Background: an optimization exercise with open tools, aiming at small area. Do not read the settings as production practice. Function was checked by simulation only, so behaviour that the tests miss may differ from the original. The clock input has no modelled driver; a real chip could not lean on it and would need a root buffer or a full tree. Power and IR drop assume default switching activity.

Setup of main:
==> flow/design.v (excerpt) <==
module bbm_bridge (
    input  wire       clk,
    input  wire       rst,
    input  wire       in_valid,
    input  wire [7:0] in_data,
    output wire       in_ready,
    output reg        out_valid,
    output reg  [7:0] out_data,
    input  wire       out_ready,
    output reg        scl_oe,
    output reg        sda_oe,
    input  wire       sda_i,
    output reg        spi_cs_n,
    output reg        spi_sck,
    output reg        spi_mosi,
    input  wire       spi_miso
);
    localparam [4:0] H_CMD = 5'd0, H_OP = 5'd1, H_ALEN = 5'd2, H_DEV = 5'd3,
                     H_AH = 5'd4, H_AL = 5'd5, H_LEN = 5'd6,
                     I_START = 5'd7, I_DEV0 = 5'd8, X_AH = 5'd9, X_AL = 5'd10,
                     I_RSTART = 5'd11, I_DEV1 = 5'd12,
                     X_READ = 5'd13, X_PUT = 5'd14, X_NEXT = 5'd15, X_DATA = 5'd16,
                     X_END = 5'd17, I_SETTLE = 5'd18,
                     S_CSA1 = 5'd19, S_WREN = 5'd20, S_CSD1 = 5'd21, S_CSA2 = 5'd22,
                     S_CMD = 5'd23, S_PCSA = 5'd24, S_RDSR = 5'd25, S_SAVE = 5'd26,
                     S_PCSD = 5'd27, S_CHECK = 5'd28;
    localparam [2:0] E_IDLE = 3'd0, E_PRE = 3'd1, E_A = 3'd2, E_B = 3'd3,
                     E_SAMP = 3'd4, E_C = 3'd5, E_DONE = 3'd6, E_PUTW = 3'd7;
    reg [4:0] P;
    reg [2:0] E;
    reg [3:0] dly;
    reg [3:0] bc;       
    reg       is_spi, is_read, alen2;
    reg [7:1] dev;
    reg [7:0] ah, al, count;
    wire act  = (dly == 4'd0);
    wire idle = (E == E_IDLE);
    wire hdr  = (P == H_CMD) || (P == H_OP) || (P == H_ALEN) || (P == H_DEV) ||
  ...
Size: ~440 cells after synthesis, roughly 64 flip-flops, ~3600 um^2 of cells after synthesis.
==> flow/config.mk <==
export PLATFORM = sky130hd
export DESIGN_NAME = bbm_bridge
export DESIGN_NICKNAME = bbm_bridge
export VERILOG_FILES = /design/flow/design.v
export SDC_FILE = /design/flow/constraint.sdc
export NUM_CORES = 4
export LEC_CHECK = 0
export ABC_AREA = 1
export CAP_MARGIN = 20
export CORE_MARGIN = 2
export CORE_UTILIZATION = 80
export SLEW_MARGIN = 20
==> flow/constraint.sdc <==
create_clock -name core_clock -period 10.0 [get_ports {clk}]
set_input_delay 2.0000 -clock core_clock [delete_from_list [all_inputs] [get_ports {clk}]]
set_output_delay 2.0000 -clock core_clock [all_outputs]
set_load 0.01 [all_outputs]
standard.sh (not shown) runs the stock make flow with config.mk's settings and CLKGATE_MAP_FILE= SYNTH_SCRIPT=/design/flow/synth_recipe.tcl, a recipe that flattens the netlist after the stock synthesis.
==> flow/flow/run.sh <==
#!/bin/bash
# Standard ORFS layout with three changes: a stronger ABC area script for
# the combinational logic, ports buffered with the smallest buffer, and a
# four-buffer clock tree in place of ORFS's H-tree.
set -euo pipefail
here=$(pwd)
export BBM_ABC_SCRIPT="$here/flow/abc_area.script"
export BUFFER_PORTS_ARGS="-buffer_cell sky130_fd_sc_hd__buf_1"
export PRE_CTS_TCL="$here/flow/clock_tree.tcl"
cat flow/abc_override.tcl synth_recipe.tcl > my_synth.tcl
sed "s#$here/synth_recipe.tcl#$here/my_synth.tcl#g" standard.sh > my_standard.sh
grep -q my_synth.tcl my_standard.sh
bash my_standard.sh > "$here/standard.log" 2>&1
Other scripts of this flow, unchanged in this note and not shown: flow/flow/abc_area.script, flow/flow/abc_override.tcl, flow/flow/clock_tree.tcl
main has completed all stages; timing, DRC and antenna checks passed.
Here is what was changed in the inputs of the feature branch compared with main.
Settings: changing CORE_UTILIZATION from 80 to 65.
Notes after the runs:
- Per the final summary, the feature branch finished and its layout is clean on timing, DRC and antenna.
- Per the comparison of the feature branch with main, net count of the finished layout held steady, depth of the critical timing path with buffers and inverters included shrank by 1, slew of the pin with the lowest slew margin grew by 37 ps, share of total power in combinational logic grew by 1.0 points, clock share of power held steady.
- Relative to main, critical path data required time has decreased by 240 ps in the feature branch.
- Diff main -> the feature branch: worst setup slack went down 83 ps; global-route usage over all layers lost 6.0 points; wire length now larger.
In every run of this note, the design's own scripts or RTL, not TritonCTS, make the clock network.

-- what the ideal ports hide --
How much do the figures lean on ideal ports? The routed layouts below were timed once more, with nothing changed but the port constraints.
Step 1: set_driving_cell puts a clkbuf_16 on clk and a buf_2 on each other input, an assumption about the parent block.
Step 2 times the ports against the registers' clock, not the clock port: input delays grow and output delays shrink by t, the midpoint of the rising clock arrivals with the driver on.
Three values: ideal, step 1, step 2; two values: the first two.
run | t, ns | setup slack, ns | pins driven straight from the clock port
main | 0.220 | 5.325 / 5.325 / 5.325 | 4
the feature branch | 0.227 | 5.242 / 5.242 / 5.242 | 4
After both steps every run listed still meets setup and hold.
